This design comes from an exercise in tuning on the open sky130 flow, not from production work.
In this exercise RTL edits were held to simulation tests only and were not proved equivalent to the original.

$ cat run.sh
#!/bin/bash
# synth_recipe.tcl (not shown) runs the flow's synth.tcl, then flattens the netlist and writes it again
# the make line also repeats each setting of config.mk as NAME=value (left out here)
make -C /OpenROAD-flow-scripts/flow DESIGN_CONFIG=/design/flow/config.mk WORK_HOME=/design/flow/orfs CLKGATE_MAP_FILE= SYNTH_SCRIPT=/design/flow/synth_recipe.tcl finish
$ cat config.mk
export PLATFORM = sky130hd
export DESIGN_NAME = xoshiro_pow
export DESIGN_NICKNAME = xoshiro_pow
export VERILOG_FILES = /design/flow/design.v
export SDC_FILE = /design/flow/constraint.sdc
export NUM_CORES = 4
export LEC_CHECK = 0
export CAP_MARGIN = 20
export CORE_MARGIN = 2
export CORE_UTILIZATION = 30
export PLACE_DENSITY = 0.55
export SETUP_SLACK_MARGIN = 3
export SLEW_MARGIN = 20
$ cat constraint.sdc
create_clock -name core_clock -period 75.0 [get_ports {clk}]
set_input_delay 15.0000 -clock core_clock [delete_from_list [all_inputs] [get_ports {clk}]]
set_output_delay 15.0000 -clock core_clock [all_outputs]
set_load 0.01 [all_outputs]
$ cat design.v
module xoshiro256p_step (
    input  wire [63:0] s0_i,
    input  wire [63:0] s1_i,
    input  wire [63:0] s2_i,
    input  wire [63:0] s3_i,
    output wire [63:0] s0_o,
    output wire [63:0] s1_o,
    output wire [63:0] s2_o,
    output wire [63:0] s3_o
);
    wire [63:0] t    = s1_i << 17;
    wire [63:0] s2_a = s2_i ^ s0_i;
    wire [63:0] s3_a = s3_i ^ s1_i;
    assign s1_o = s1_i ^ s2_a;
    assign s0_o = s0_i ^ s3_a;
    assign s2_o = s2_a ^ t;
    assign s3_o = {s3_a[18:0], s3_a[63:19]};    
endmodule
module bidx_tab (
    input  wire [5:0]   n_i,
    output reg  [239:0] pt_o,
    output reg  [79:0]  hi_o,
    output reg  [63:0]  tap_o
);
    always @(*) begin
        case (n_i)
            6'd1: begin pt_o = 240'h000000000000000000000000000000000000000000000000000000000000; hi_o = 80'h00000000000000000000; tap_o = 64'hffffffffffffffff; end
            6'd2: begin pt_o = 240'h000000000000000000000000000000000000000000000000000000000401; hi_o = 80'h00000000000000000000; tap_o = 64'h5555555555555555; end
            6'd3: begin pt_o = 240'h008201040208041008201040208041008201040208041008201040208041; hi_o = 80'h00440088011002200440; tap_o = 64'h9249249249249249; end
            6'd4: begin pt_o = 240'h000000000000000000000000000000000000000000000000000000000c41; hi_o = 80'h00000000000000000000; tap_o = 64'h1111111111111111; end
            6'd5: begin pt_o = 240'h10c831044320c4110c831044320c4110c831044320c4110c831044320c41; hi_o = 80'h00c24100612080309040; tap_o = 64'h1084210842108421; end
            6'd6: begin pt_o = 240'h008801100220044008801100220044008801100220044008801100220c41; hi_o = 80'h01040208041008201040; tap_o = 64'h1041041041041041; end
            6'd7: begin pt_o = 240'h18826208a120c4131045090620988228483104c41142418826208a120c41; hi_o = 80'h200661142400cc228480; tap_o = 64'h8102040810204081; end
            6'd8: begin pt_o = 240'h000000000000000000000000000000000000000000000000000008020c41; hi_o = 80'h00000000000000000000; tap_o = 64'h0101010101010101; end
            6'd9: begin pt_o = 240'h1882329c6820c41194e34106208ca71a0831046538d041882329c6820c41; hi_o = 80'h19c460940440ce2304a0; tap_o = 64'h8040201008040201; end
            6'd10: begin pt_o = 240'h120881184822046120881184822046120881184822046120881184820c41; hi_o = 80'h020c4101062080831040; tap_o = 64'h1004010040100401; end
            6'd11: begin pt_o = 240'h1882930ca7491450a08310526194e9228a1410620a4c329d245142820c41; hi_o = 80'h3a12a00443214c742540; tap_o = 64'h0080100200400801; end
            6'd12: begin pt_o = 240'h020804100820104020804100820104020804100820104020804100820c41; hi_o = 80'h01100220044008801100; tap_o = 64'h1001001001001001; end
            6'd13: begin pt_o = 240'h52d8930d8820c4121d412a54b624c36208310487504a952d8930d8820c41; hi_o = 80'h618070a0491a88b2b0c0; tap_o = 64'h0010008004002001; end
            6'd14: begin pt_o = 240'h5090620988228483104c41142418826208a120c413104509062098820c41; hi_o = 80'h2014613104028c262080; tap_o = 64'h0100040010004001; end
            6'd15: begin pt_o = 240'h620831058820c41620831058820c41620831058820c41620831058820c41; hi_o = 80'h03569394617314831040; tap_o = 64'h1000200040008001; end
            6'd16: begin pt_o = 240'h000000000000000000000000000000000000000000000000000018820c41; hi_o = 80'h00000000000000000000; tap_o = 64'h0001000100010001; end
            6'd17: begin pt_o = 240'h2a5ae7c18820c412a5ae7c18820c412a5ae7c18820c412a5ae7c18820c41; hi_o = 80'h2190a63a01194e95b5e0; tap_o = 64'h0008000400020001; end
            6'd18: begin pt_o = 240'h6094c741882304a63a0c41182531d06208c1298e831046094c7418820c41; hi_o = 80'h640465380443202329c0; tap_o = 64'h0040001000040001; end
            6'd19: begin pt_o = 240'h70d6d7c512489c75360c410620bd45930ce1adaf8a249138ea6c18820c41; hi_o = 80'h2ae24540697890e09da0; tap_o = 64'h0200004000080001; end
            6'd20: begin pt_o = 240'h620886418822190620886418822190620886418822190620886418820c41; hi_o = 80'h02204601102300881180; tap_o = 64'h1000010000100001; end
            6'd21: begin pt_o = 240'h188265c18820c4132e0c410620997062083104cb83104188265c18820c41; hi_o = 80'h91e26815e470da260560; tap_o = 64'h8000040000200001; end
            6'd22: begin pt_o = 240'h7099433a12a11506208e132867425422a0c411c2650ce84a845418820c41; hi_o = 80'h9228a0304e240d245140; tap_o = 64'h0000100000400001; end
            6'd23: begin pt_o = 240'h498686c849831041883261a03692490c106209a1624c3436424c18820c41; hi_o = 80'ha2c503d5838a2cd24920; tap_o = 64'h0000400000800001; end
            6'd24: begin pt_o = 240'h022004400880110022004400880110022004400880110022004418820c41; hi_o = 80'h04100820104020804100; tap_o = 64'h0001000001000001; end
            6'd25: begin pt_o = 240'hb5f1261a2375cf062083104ed9a2cb1492d8d6d7c498688dd73c18820c41; hi_o = 80'h2de09151a6c4543ab8e0; tap_o = 64'h0004000002000001; end
            6'd26: begin pt_o = 240'h56196341882404e2514e95958658d0620901389453a56561963418820c41; hi_o = 80'h618147205682898930c0; tap_o = 64'h0010000004000001; end
            6'd27: begin pt_o = 240'h1ae75be59a68e8aa960c410620d5c7646c35ceb7cb34d1d1552c18820c41; hi_o = 80'hac1660de4d40f347a8a0; tap_o = 64'h0040000008000001; end
            6'd28: begin pt_o = 240'hc41142418826208a120c4131045090620988228483104c41142418820c41; hi_o = 80'h20314831040629062080; tap_o = 64'h0100000010000001; end
            6'd29: begin pt_o = 240'h620831050fb09747a8ab8dd5a6c6b9d6f9571f724ba78930d31c18820c41; hi_o = 80'h8354720778ac9ec49860; tap_o = 64'h0400000020000001; end
            6'd30: begin pt_o = 240'h620921418824850620921418824850620921418824850620921418820c41; hi_o = 80'h07358b52507314831040; tap_o = 64'h1000000040000001; end
            6'd31: begin pt_o = 240'h18838820c4144306208310710418828860c410620e208310510c18820c41; hi_o = 80'h7b9ac5a928398a418820; tap_o = 64'h4000000080000001; end
            6'd32: begin pt_o = 240'h000000000000000000000000000000000000000000000000100418820c41; hi_o = 80'h00000000000000000000; tap_o = 64'h0000000100000001; end
            default: begin pt_o = 240'd0; hi_o = 80'd0; tap_o = 64'd0; end
        endcase
    end
endmodule
module bidx_sum (
    input  wire [30:0]  x_i,
    input  wire [239:0] pt_i,
    output wire [8:0]   s_o
);
    wire [31:0] xx = {1'b0, x_i};
    wire [79:0] t;
    genvar g;
    generate
        for (g = 0; g < 16; g = g + 1) begin : g_dig
            wire [1:0] d = xx[2*g +: 2];
            assign t[g*5 +: 5] = (d == 2'd1) ? pt_i[(3*g)*5 +: 5] :
                                 (d == 2'd2) ? pt_i[(3*g+1)*5 +: 5] :
                                 (d == 2'd3) ? pt_i[(3*g+2)*5 +: 5] : 5'd0;
        end
    endgenerate
    wire c1 = t[0] ^ t[5] ^ t[10];
    wire c2 = (t[0] & t[5]) | (t[0] & t[10]) | (t[5] & t[10]);
    wire c3 = t[15] ^ t[20] ^ t[25];
    wire c4 = (t[15] & t[20]) | (t[15] & t[25]) | (t[20] & t[25]);
    wire c5 = t[30] ^ t[35] ^ t[40];
    wire c6 = (t[30] & t[35]) | (t[30] & t[40]) | (t[35] & t[40]);
    wire c7 = t[45] ^ t[50] ^ t[55];
    wire c8 = (t[45] & t[50]) | (t[45] & t[55]) | (t[50] & t[55]);
    wire c9 = t[60] ^ t[65] ^ t[70];
    wire c10 = (t[60] & t[65]) | (t[60] & t[70]) | (t[65] & t[70]);
    wire c11 = t[75] ^ c1 ^ c3;
    wire c12 = (t[75] & c1) | (t[75] & c3) | (c1 & c3);
    wire c13 = c5 ^ c7 ^ c9;
    wire c14 = (c5 & c7) | (c5 & c9) | (c7 & c9);
    wire c15 = t[1] ^ t[6] ^ t[11];
    wire c16 = (t[1] & t[6]) | (t[1] & t[11]) | (t[6] & t[11]);
    wire c17 = t[16] ^ t[21] ^ t[26];
    wire c18 = (t[16] & t[21]) | (t[16] & t[26]) | (t[21] & t[26]);
    wire c19 = t[31] ^ t[36] ^ t[41];
    wire c20 = (t[31] & t[36]) | (t[31] & t[41]) | (t[36] & t[41]);
    wire c21 = t[46] ^ t[51] ^ t[56];
    wire c22 = (t[46] & t[51]) | (t[46] & t[56]) | (t[51] & t[56]);
    wire c23 = t[61] ^ t[66] ^ t[71];
    wire c24 = (t[61] & t[66]) | (t[61] & t[71]) | (t[66] & t[71]);
    wire c25 = t[76] ^ c2 ^ c4;
    wire c26 = (t[76] & c2) | (t[76] & c4) | (c2 & c4);
    wire c27 = c6 ^ c8 ^ c10;
    wire c28 = (c6 & c8) | (c6 & c10) | (c8 & c10);
    wire c29 = c12 ^ c14 ^ c15;
    wire c30 = (c12 & c14) | (c12 & c15) | (c14 & c15);
    wire c31 = c17 ^ c19 ^ c21;
    wire c32 = (c17 & c19) | (c17 & c21) | (c19 & c21);
    wire c33 = c23 ^ c25 ^ c27;
    wire c34 = (c23 & c25) | (c23 & c27) | (c25 & c27);
    wire c35 = c29 ^ c31 ^ c33;
    wire c36 = (c29 & c31) | (c29 & c33) | (c31 & c33);
    wire c37 = t[2] ^ t[7] ^ t[12];
    wire c38 = (t[2] & t[7]) | (t[2] & t[12]) | (t[7] & t[12]);
    wire c39 = t[17] ^ t[22] ^ t[27];
    wire c40 = (t[17] & t[22]) | (t[17] & t[27]) | (t[22] & t[27]);
    wire c41 = t[32] ^ t[37] ^ t[42];
    wire c42 = (t[32] & t[37]) | (t[32] & t[42]) | (t[37] & t[42]);
    wire c43 = t[47] ^ t[52] ^ t[57];
    wire c44 = (t[47] & t[52]) | (t[47] & t[57]) | (t[52] & t[57]);
    wire c45 = t[62] ^ t[67] ^ t[72];
    wire c46 = (t[62] & t[67]) | (t[62] & t[72]) | (t[67] & t[72]);
    wire c47 = t[77] ^ c16 ^ c18;
    wire c48 = (t[77] & c16) | (t[77] & c18) | (c16 & c18);
    wire c49 = c20 ^ c22 ^ c24;
    wire c50 = (c20 & c22) | (c20 & c24) | (c22 & c24);
    wire c51 = c26 ^ c28 ^ c30;
    wire c52 = (c26 & c28) | (c26 & c30) | (c28 & c30);
    wire c53 = c32 ^ c34 ^ c36;
    wire c54 = (c32 & c34) | (c32 & c36) | (c34 & c36);
    wire c55 = c37 ^ c39 ^ c41;
    wire c56 = (c37 & c39) | (c37 & c41) | (c39 & c41);
    wire c57 = c43 ^ c45 ^ c47;
    wire c58 = (c43 & c45) | (c43 & c47) | (c45 & c47);
    wire c59 = c49 ^ c51 ^ c53;
    wire c60 = (c49 & c51) | (c49 & c53) | (c51 & c53);
    wire c61 = c55 ^ c57 ^ c59;
    wire c62 = (c55 & c57) | (c55 & c59) | (c57 & c59);
    wire c63 = t[3] ^ t[8] ^ t[13];
    wire c64 = (t[3] & t[8]) | (t[3] & t[13]) | (t[8] & t[13]);
    wire c65 = t[18] ^ t[23] ^ t[28];
    wire c66 = (t[18] & t[23]) | (t[18] & t[28]) | (t[23] & t[28]);
    wire c67 = t[33] ^ t[38] ^ t[43];
    wire c68 = (t[33] & t[38]) | (t[33] & t[43]) | (t[38] & t[43]);
    wire c69 = t[48] ^ t[53] ^ t[58];
    wire c70 = (t[48] & t[53]) | (t[48] & t[58]) | (t[53] & t[58]);
    wire c71 = t[63] ^ t[68] ^ t[73];
    wire c72 = (t[63] & t[68]) | (t[63] & t[73]) | (t[68] & t[73]);
    wire c73 = t[78] ^ c38 ^ c40;
    wire c74 = (t[78] & c38) | (t[78] & c40) | (c38 & c40);
    wire c75 = c42 ^ c44 ^ c46;
    wire c76 = (c42 & c44) | (c42 & c46) | (c44 & c46);
    wire c77 = c48 ^ c50 ^ c52;
    wire c78 = (c48 & c50) | (c48 & c52) | (c50 & c52);
    wire c79 = c54 ^ c56 ^ c58;
    wire c80 = (c54 & c56) | (c54 & c58) | (c56 & c58);
    wire c81 = c60 ^ c62 ^ c63;
    wire c82 = (c60 & c62) | (c60 & c63) | (c62 & c63);
    wire c83 = c65 ^ c67 ^ c69;
    wire c84 = (c65 & c67) | (c65 & c69) | (c67 & c69);
    wire c85 = c71 ^ c73 ^ c75;
    wire c86 = (c71 & c73) | (c71 & c75) | (c73 & c75);
    wire c87 = c77 ^ c79 ^ c81;
    wire c88 = (c77 & c79) | (c77 & c81) | (c79 & c81);
    wire c89 = c83 ^ c85 ^ c87;
    wire c90 = (c83 & c85) | (c83 & c87) | (c85 & c87);
    wire c91 = t[4] ^ t[9] ^ t[14];
    wire c92 = (t[4] & t[9]) | (t[4] & t[14]) | (t[9] & t[14]);
    wire c93 = t[19] ^ t[24] ^ t[29];
    wire c94 = (t[19] & t[24]) | (t[19] & t[29]) | (t[24] & t[29]);
    wire c95 = t[34] ^ t[39] ^ t[44];
    wire c96 = (t[34] & t[39]) | (t[34] & t[44]) | (t[39] & t[44]);
    wire c97 = t[49] ^ t[54] ^ t[59];
    wire c98 = (t[49] & t[54]) | (t[49] & t[59]) | (t[54] & t[59]);
    wire c99 = t[64] ^ t[69] ^ t[74];
    wire c100 = (t[64] & t[69]) | (t[64] & t[74]) | (t[69] & t[74]);
    wire c101 = t[79] ^ c64 ^ c66;
    wire c102 = (t[79] & c64) | (t[79] & c66) | (c64 & c66);
    wire c103 = c68 ^ c70 ^ c72;
    wire c104 = (c68 & c70) | (c68 & c72) | (c70 & c72);
    wire c105 = c74 ^ c76 ^ c78;
    wire c106 = (c74 & c76) | (c74 & c78) | (c76 & c78);
    wire c107 = c80 ^ c82 ^ c84;
    wire c108 = (c80 & c82) | (c80 & c84) | (c82 & c84);
    wire c109 = c86 ^ c88 ^ c90;
    wire c110 = (c86 & c88) | (c86 & c90) | (c88 & c90);
    wire c111 = c91 ^ c93 ^ c95;
    wire c112 = (c91 & c93) | (c91 & c95) | (c93 & c95);
    wire c113 = c97 ^ c99 ^ c101;
    wire c114 = (c97 & c99) | (c97 & c101) | (c99 & c101);
    wire c115 = c103 ^ c105 ^ c107;
    wire c116 = (c103 & c105) | (c103 & c107) | (c105 & c107);
    wire c117 = c109 ^ c111 ^ c113;
    wire c118 = (c109 & c111) | (c109 & c113) | (c111 & c113);
    wire c119 = c92 ^ c94 ^ c96;
    wire c120 = (c92 & c94) | (c92 & c96) | (c94 & c96);
    wire c121 = c98 ^ c100 ^ c102;
    wire c122 = (c98 & c100) | (c98 & c102) | (c100 & c102);
    wire c123 = c104 ^ c106 ^ c108;
    wire c124 = (c104 & c106) | (c104 & c108) | (c106 & c108);
    wire c125 = c110 ^ c112 ^ c114;
    wire c126 = (c110 & c112) | (c110 & c114) | (c112 & c114);
    wire c127 = c116 ^ c118 ^ c119;
    wire c128 = (c116 & c118) | (c116 & c119) | (c118 & c119);
    wire c129 = c121 ^ c123 ^ c125;
    wire c130 = (c121 & c123) | (c121 & c125) | (c123 & c125);
    wire c131 = c120 ^ c122 ^ c124;
    wire c132 = (c120 & c122) | (c120 & c124) | (c122 & c124);
    wire c133 = c126 ^ c128 ^ c130;
    wire c134 = (c126 & c128) | (c126 & c130) | (c128 & c130);
    wire [8:0] sa = {1'b0, c132, c131, c127, c115, c89, c61, c35, c11};
    wire [8:0] sb = {1'b0, c134, c133, c129, c117, 1'b0, 1'b0, 1'b0, c13};
    assign s_o = sa + sb;
endmodule
module bidx_fold (
    input  wire [8:0]  s_i,
    input  wire [79:0] hi_i,
    output wire [5:0]  y_o
);
    wire [4:0] h = hi_i[s_i[8:5]*5 +: 5];
    assign y_o = {1'b0, s_i[4:0]} + {1'b0, h};
endmodule
module lzc64 (
    input  wire [63:0] x_i,
    output reg  [6:0]  n_o
);
    integer i;
    always @(*) begin
        n_o = 7'd64;
        for (i = 0; i < 64; i = i + 1)
            if (x_i[i])
                n_o = 7'd63 - i[6:0];
    end
endmodule
module xoshiro_pow (
    input  wire        clk,
    input  wire        rst,       
    input  wire        req,
    input  wire        we,
    input  wire [7:0]  addr,      
    input  wire [1:0]  size,      
    input  wire [31:0] wdata,
    output reg         rvalid,
    output reg  [31:0] rdata,
    output reg         err,
    output wire        done_o
);
    localparam BUF_WORDS = 32;                        
    localparam K  = 16;                               
    localparam LK = 4;                                
    localparam NB = 1024 / K;                         
    localparam [63:0] SEED_INIT = 64'h001ED8B55FAC9DEC;
    localparam [63:0] SEED_ONE  = 64'h2FD89DDCD351E3DC;   
    localparam [31:0] BD_NEG = 32'h05A8082C;
    localparam [31:0] BD_ONE = 32'h414EF42F;
    localparam [31:0] BD_TWO = 32'h0EB00A10;
    localparam [1:0] S_IDLE = 2'd0, S_PREP = 2'd1, S_RUN = 2'd2, S_FOUND = 2'd3;
    localparam [3:0] CMD_NOP = 4'h0, CMD_START = 4'h1, CMD_ABORT = 4'h2, CMD_CLRERR = 4'h3;
    localparam [3:0] E_NONE = 4'h0, E_BAD_CMD = 4'h1, E_BUSY_START = 4'h2,
                     E_BAD_BUF_LEN = 4'h3, E_BUS_ERR = 4'h4;
    reg [7:0]  diff_reg;
    reg [31:0] buflen_reg;
    reg [31:0] digest [0:7];
    reg [3:0]  err_reg;
    reg [1:0]  state;
    reg [63:0] lh [0:3];
    reg [7:0]  diff_l;
    reg [5:0]  n_l;
    reg [6:0]  cyc;           
    reg [63:0] s0, s1, s2, s3;    
    reg [63:0] seed_a;        
    reg [63:0] seed_b;        
    reg [63:0] prod;          
    reg [5:0]  mcnt;
    reg [31:0] nonce_b;       
    reg        ref_valid;     
    reg [63:0] par_main;      
    reg [63:0] par_ref;       
    reg [63:0] r0, r1, r2, r3;    
    reg [63:0] acc;           
    wire busy  = (state == S_PREP) || (state == S_RUN);
    wire found = (state == S_FOUND);
    wire run   = (state == S_RUN);
    assign done_o = found;
    wire        acc_ok  = (size == 2'd2) && (addr[1:0] == 2'b00);
    wire [5:0]  reg_idx = addr[7:2];
    wire [3:0]  cmd     = wdata[3:0];
    wire        wr_ctrl = req && we && acc_ok && (reg_idx == 6'h00);
    wire        buflen_ok = (buflen_reg != 32'd0) && (buflen_reg <= BUF_WORDS);
    wire        start_ok  = wr_ctrl && (cmd == CMD_START) && !busy && buflen_ok;
    wire        abort     = wr_ctrl && (cmd == CMD_ABORT);
    reg [3:0]  raise;    
    always @(*) begin
        raise = E_NONE;
        if (req) begin
            if (!acc_ok)
                raise = E_BUS_ERR;
            else if (wr_ctrl) begin
                if (cmd >= 4'h4)
                    raise = E_BAD_CMD;
                else if (cmd == CMD_START) begin
                    if (busy)
                        raise = E_BUSY_START;
                    else if (!buflen_ok)
                        raise = E_BAD_BUF_LEN;
                end
            end
        end
    end
    wire [3:0] phase_rd = found ? 4'h8 : (busy ? 4'h5 : 4'h0);
    reg [31:0] rd_val;
    always @(*) begin
        case (reg_idx)
            6'h01: rd_val = {20'd0, err_reg, phase_rd, 2'b00, found, busy};
            6'h02: rd_val = {24'd0, diff_reg};
            6'h03: rd_val = buflen_reg;
            6'h04: rd_val = digest[0];
            6'h05: rd_val = digest[1];
            6'h06: rd_val = digest[2];
            6'h07: rd_val = digest[3];
            6'h08: rd_val = digest[4];
            6'h09: rd_val = digest[5];
            6'h0A: rd_val = digest[6];
            6'h0B: rd_val = digest[7];
            6'h0C: rd_val = nonce_b;
            6'h0D: rd_val = BUF_WORDS;
            6'h0E: rd_val = acc[31:0];
            6'h0F: rd_val = acc[63:32];
            6'h10: rd_val = seed_b[31:0];
            6'h11: rd_val = seed_b[63:32];
            default: rd_val = 32'd0;
        endcase
    end
    always @(posedge clk) begin
        if (rst) begin
            rvalid <= 1'b0;
            rdata  <= 32'd0;
            err    <= 1'b0;
        end else begin
            rvalid <= req;
            err    <= req && !acc_ok;
            rdata  <= (req && !we && acc_ok) ? rd_val : 32'd0;
        end
    end
    integer k;
    always @(posedge clk) begin
        if (rst) begin
            diff_reg   <= 8'd12;
            buflen_reg <= BUF_WORDS;
            for (k = 0; k < 8; k = k + 1)
                digest[k] <= 32'd0;
            err_reg    <= E_NONE;
        end else begin
            if (req && we && acc_ok) begin
                case (reg_idx)
                    6'h02: diff_reg   <= wdata[7:0];
                    6'h03: buflen_reg <= wdata;
                    6'h04: digest[0]  <= wdata;
                    6'h05: digest[1]  <= wdata;
                    6'h06: digest[2]  <= wdata;
                    6'h07: digest[3]  <= wdata;
                    6'h08: digest[4]  <= wdata;
                    6'h09: digest[5]  <= wdata;
                    6'h0A: digest[6]  <= wdata;
                    6'h0B: digest[7]  <= wdata;
                    default: ;
                endcase
            end
            if (wr_ctrl && cmd == CMD_CLRERR)
                err_reg <= E_NONE;
            else if (raise != E_NONE && err_reg == E_NONE)
                err_reg <= raise;
        end
    end
    wire [64*K+63:0] c0, c1, c2, c3;
    assign c0[63:0] = s0;
    assign c1[63:0] = s1;
    assign c2[63:0] = s2;
    assign c3[63:0] = s3;
    wire [239:0] pt;
    wire [79:0]  hit_tab;
    wire [63:0]  taps;
    bidx_tab u_tab (.n_i(n_l), .pt_o(pt), .hi_o(hit_tab), .tap_o(taps));
    wire [1:0]  blk0 = n_l[5:LK];         
    wire [3:0]  offs = n_l[LK-1:0];       
    wire        cyc_first = (cyc == {5'd0, blk0});
    wire        cyc_mid   = (cyc > {5'd0, blk0}) && (cyc < {5'd0, blk0} + NB);
    wire        cyc_tail  = (cyc == {5'd0, blk0} + NB);
    wire        last      = (offs == 4'd0) ? (cyc == {5'd0, blk0} + NB - 1) : cyc_tail;
    reg [9*K-1:0] sA;
    reg [K-1:0] vA;
    wire [6*K-1:0] yB;
    genvar p;
    generate
        for (p = 0; p < K; p = p + 1) begin : g_pos
            xoshiro256p_step u_step (
                .s0_i(c0[64*p +: 64]), .s1_i(c1[64*p +: 64]), .s2_i(c2[64*p +: 64]), .s3_i(c3[64*p +: 64]),
                .s0_o(c0[64*p+64 +: 64]), .s1_o(c1[64*p+64 +: 64]), .s2_o(c2[64*p+64 +: 64]), .s3_o(c3[64*p+64 +: 64])
            );
            wire [30:0] x = c0[64*p +: 31] + c3[64*p +: 31];
            wire [8:0]  s;
            bidx_sum u_sum (.x_i(x), .pt_i(pt), .s_o(s));
            wire [5:0]  y;
            bidx_fold u_fold (.s_i(sA[9*p +: 9]), .hi_i(hit_tab), .y_o(y));
            assign yB[p*6 +: 6] = y;
            wire v = run && (cyc_mid || (cyc_first && (p >= offs)) || (cyc_tail && (p < offs)));
            always @(posedge clk) begin
                sA[9*p +: 9] <= s;
                vA[p]    <= v;
            end
        end
    endgenerate
    reg [63:0] picks;
    integer q;
    always @(*) begin
        picks = 64'd0;
        for (q = 0; q < K; q = q + 1)
            if (vA[q])
                picks = picks ^ (64'd1 << yB[q*6 +: 6]);
    end
    wire [63:0] r0_n, r1_n, r2_n, r3_n;
    xoshiro256p_step u_ref (
        .s0_i(r0), .s1_i(r1), .s2_i(r2), .s3_i(r3),
        .s0_o(r0_n), .s1_o(r1_n), .s2_o(r2_n), .s3_o(r3_n)
    );
    wire [63:0] ref_r    = r0 + r3;
    wire        ref_act  = run && ref_valid && (cyc != 7'd0) && (cyc <= {1'b0, n_l});
    wire        ref_last = ref_act && (cyc == {1'b0, n_l});
    wire        ref_pick = ^(par_ref & taps);      
    wire [63:0] acc_n    = acc ^ (ref_pick ? ref_r : 64'd0);
    wire [63:0] dmask = ~(64'hFFFF_FFFF_FFFF_FFFF >> diff_l[6:0]);
    wire        pass  = (diff_l <= 8'd64) && ((acc_n & dmask) == 64'd0);
    wire        hit   = ref_last && pass;
    wire [4:0]  dig  = 5'd31 - mcnt[4:0];
    wire [63:0] mop  = (BD_ONE[dig] ? seed_a : 64'd0) | (BD_TWO[dig] ? {seed_a[62:0], 1'b0} : 64'd0);
    wire [63:0] prod_n = {prod[61:0], 2'b00} + (BD_NEG[dig] ? ~mop : mop) + {63'd0, BD_NEG[dig]};
    wire bnd = (state == S_PREP) || (run && last);    
    always @(posedge clk) begin
        if (rst) begin
            state   <= S_IDLE;
            seed_b  <= SEED_INIT;
            nonce_b <= 32'd0;
            acc     <= 64'd0;
        end else if (start_ok) begin
            lh[0]     <= {digest[0], digest[1]};
            lh[1]     <= {digest[2], digest[3]};
            lh[2]     <= {digest[4], digest[5]};
            lh[3]     <= {digest[6], digest[7]};
            diff_l    <= diff_reg;
            n_l       <= buflen_reg[5:0];
            prod      <= SEED_ONE;
            nonce_b   <= 32'd0;
            ref_valid <= 1'b0;
            state     <= S_PREP;
        end else if (abort) begin
            state     <= S_IDLE;
        end else if (busy) begin
            if (hit) begin
                state <= S_FOUND;
                acc   <= acc_n;
            end else begin
                if (bnd) begin
                    s0      <= lh[0] ^ prod;
                    s1      <= lh[1] ^ prod;
                    s2      <= lh[2] ^ prod;
                    s3      <= lh[3] ^ prod;
                    seed_a  <= prod;
                    seed_b  <= seed_a;
                    prod    <= 64'd0;
                    mcnt    <= 6'd0;
                    cyc     <= 7'd0;
                    if (run && ref_valid)
                        nonce_b <= nonce_b + 32'd1;
                    ref_valid <= run;
                    state   <= S_RUN;
                end else begin
                    s0      <= c0[64*K +: 64];
                    s1      <= c1[64*K +: 64];
                    s2      <= c2[64*K +: 64];
                    s3      <= c3[64*K +: 64];
                    cyc     <= cyc + 7'd1;
                    if (!mcnt[5]) begin
                        prod <= prod_n;
                        mcnt <= mcnt + 6'd1;
                    end
                end
                if (run && cyc == 7'd0) begin
                    par_ref  <= par_main ^ picks;
                    par_main <= 64'd1;            
                    r0       <= lh[0] ^ seed_b;
                    r1       <= lh[1] ^ seed_b;
                    r2       <= lh[2] ^ seed_b;
                    r3       <= lh[3] ^ seed_b;
                    acc      <= 64'd0;
                end else begin
                    par_main <= par_main ^ picks;
                    if (ref_act) begin
                        par_ref <= {1'b0, par_ref[63:1]};
                        r0      <= r0_n;
                        r1      <= r1_n;
                        r2      <= r2_n;
                        r3      <= r3_n;
                        acc     <= acc_n;
                    end
                end
            end
        end
    end
endmodule
==> results.txt <==
Run Error=ERROR: TCL interpreter returned an error: Source files actually used in the design:; run status=stopped before the end; Ys Warns=4; Failed at=synthesis
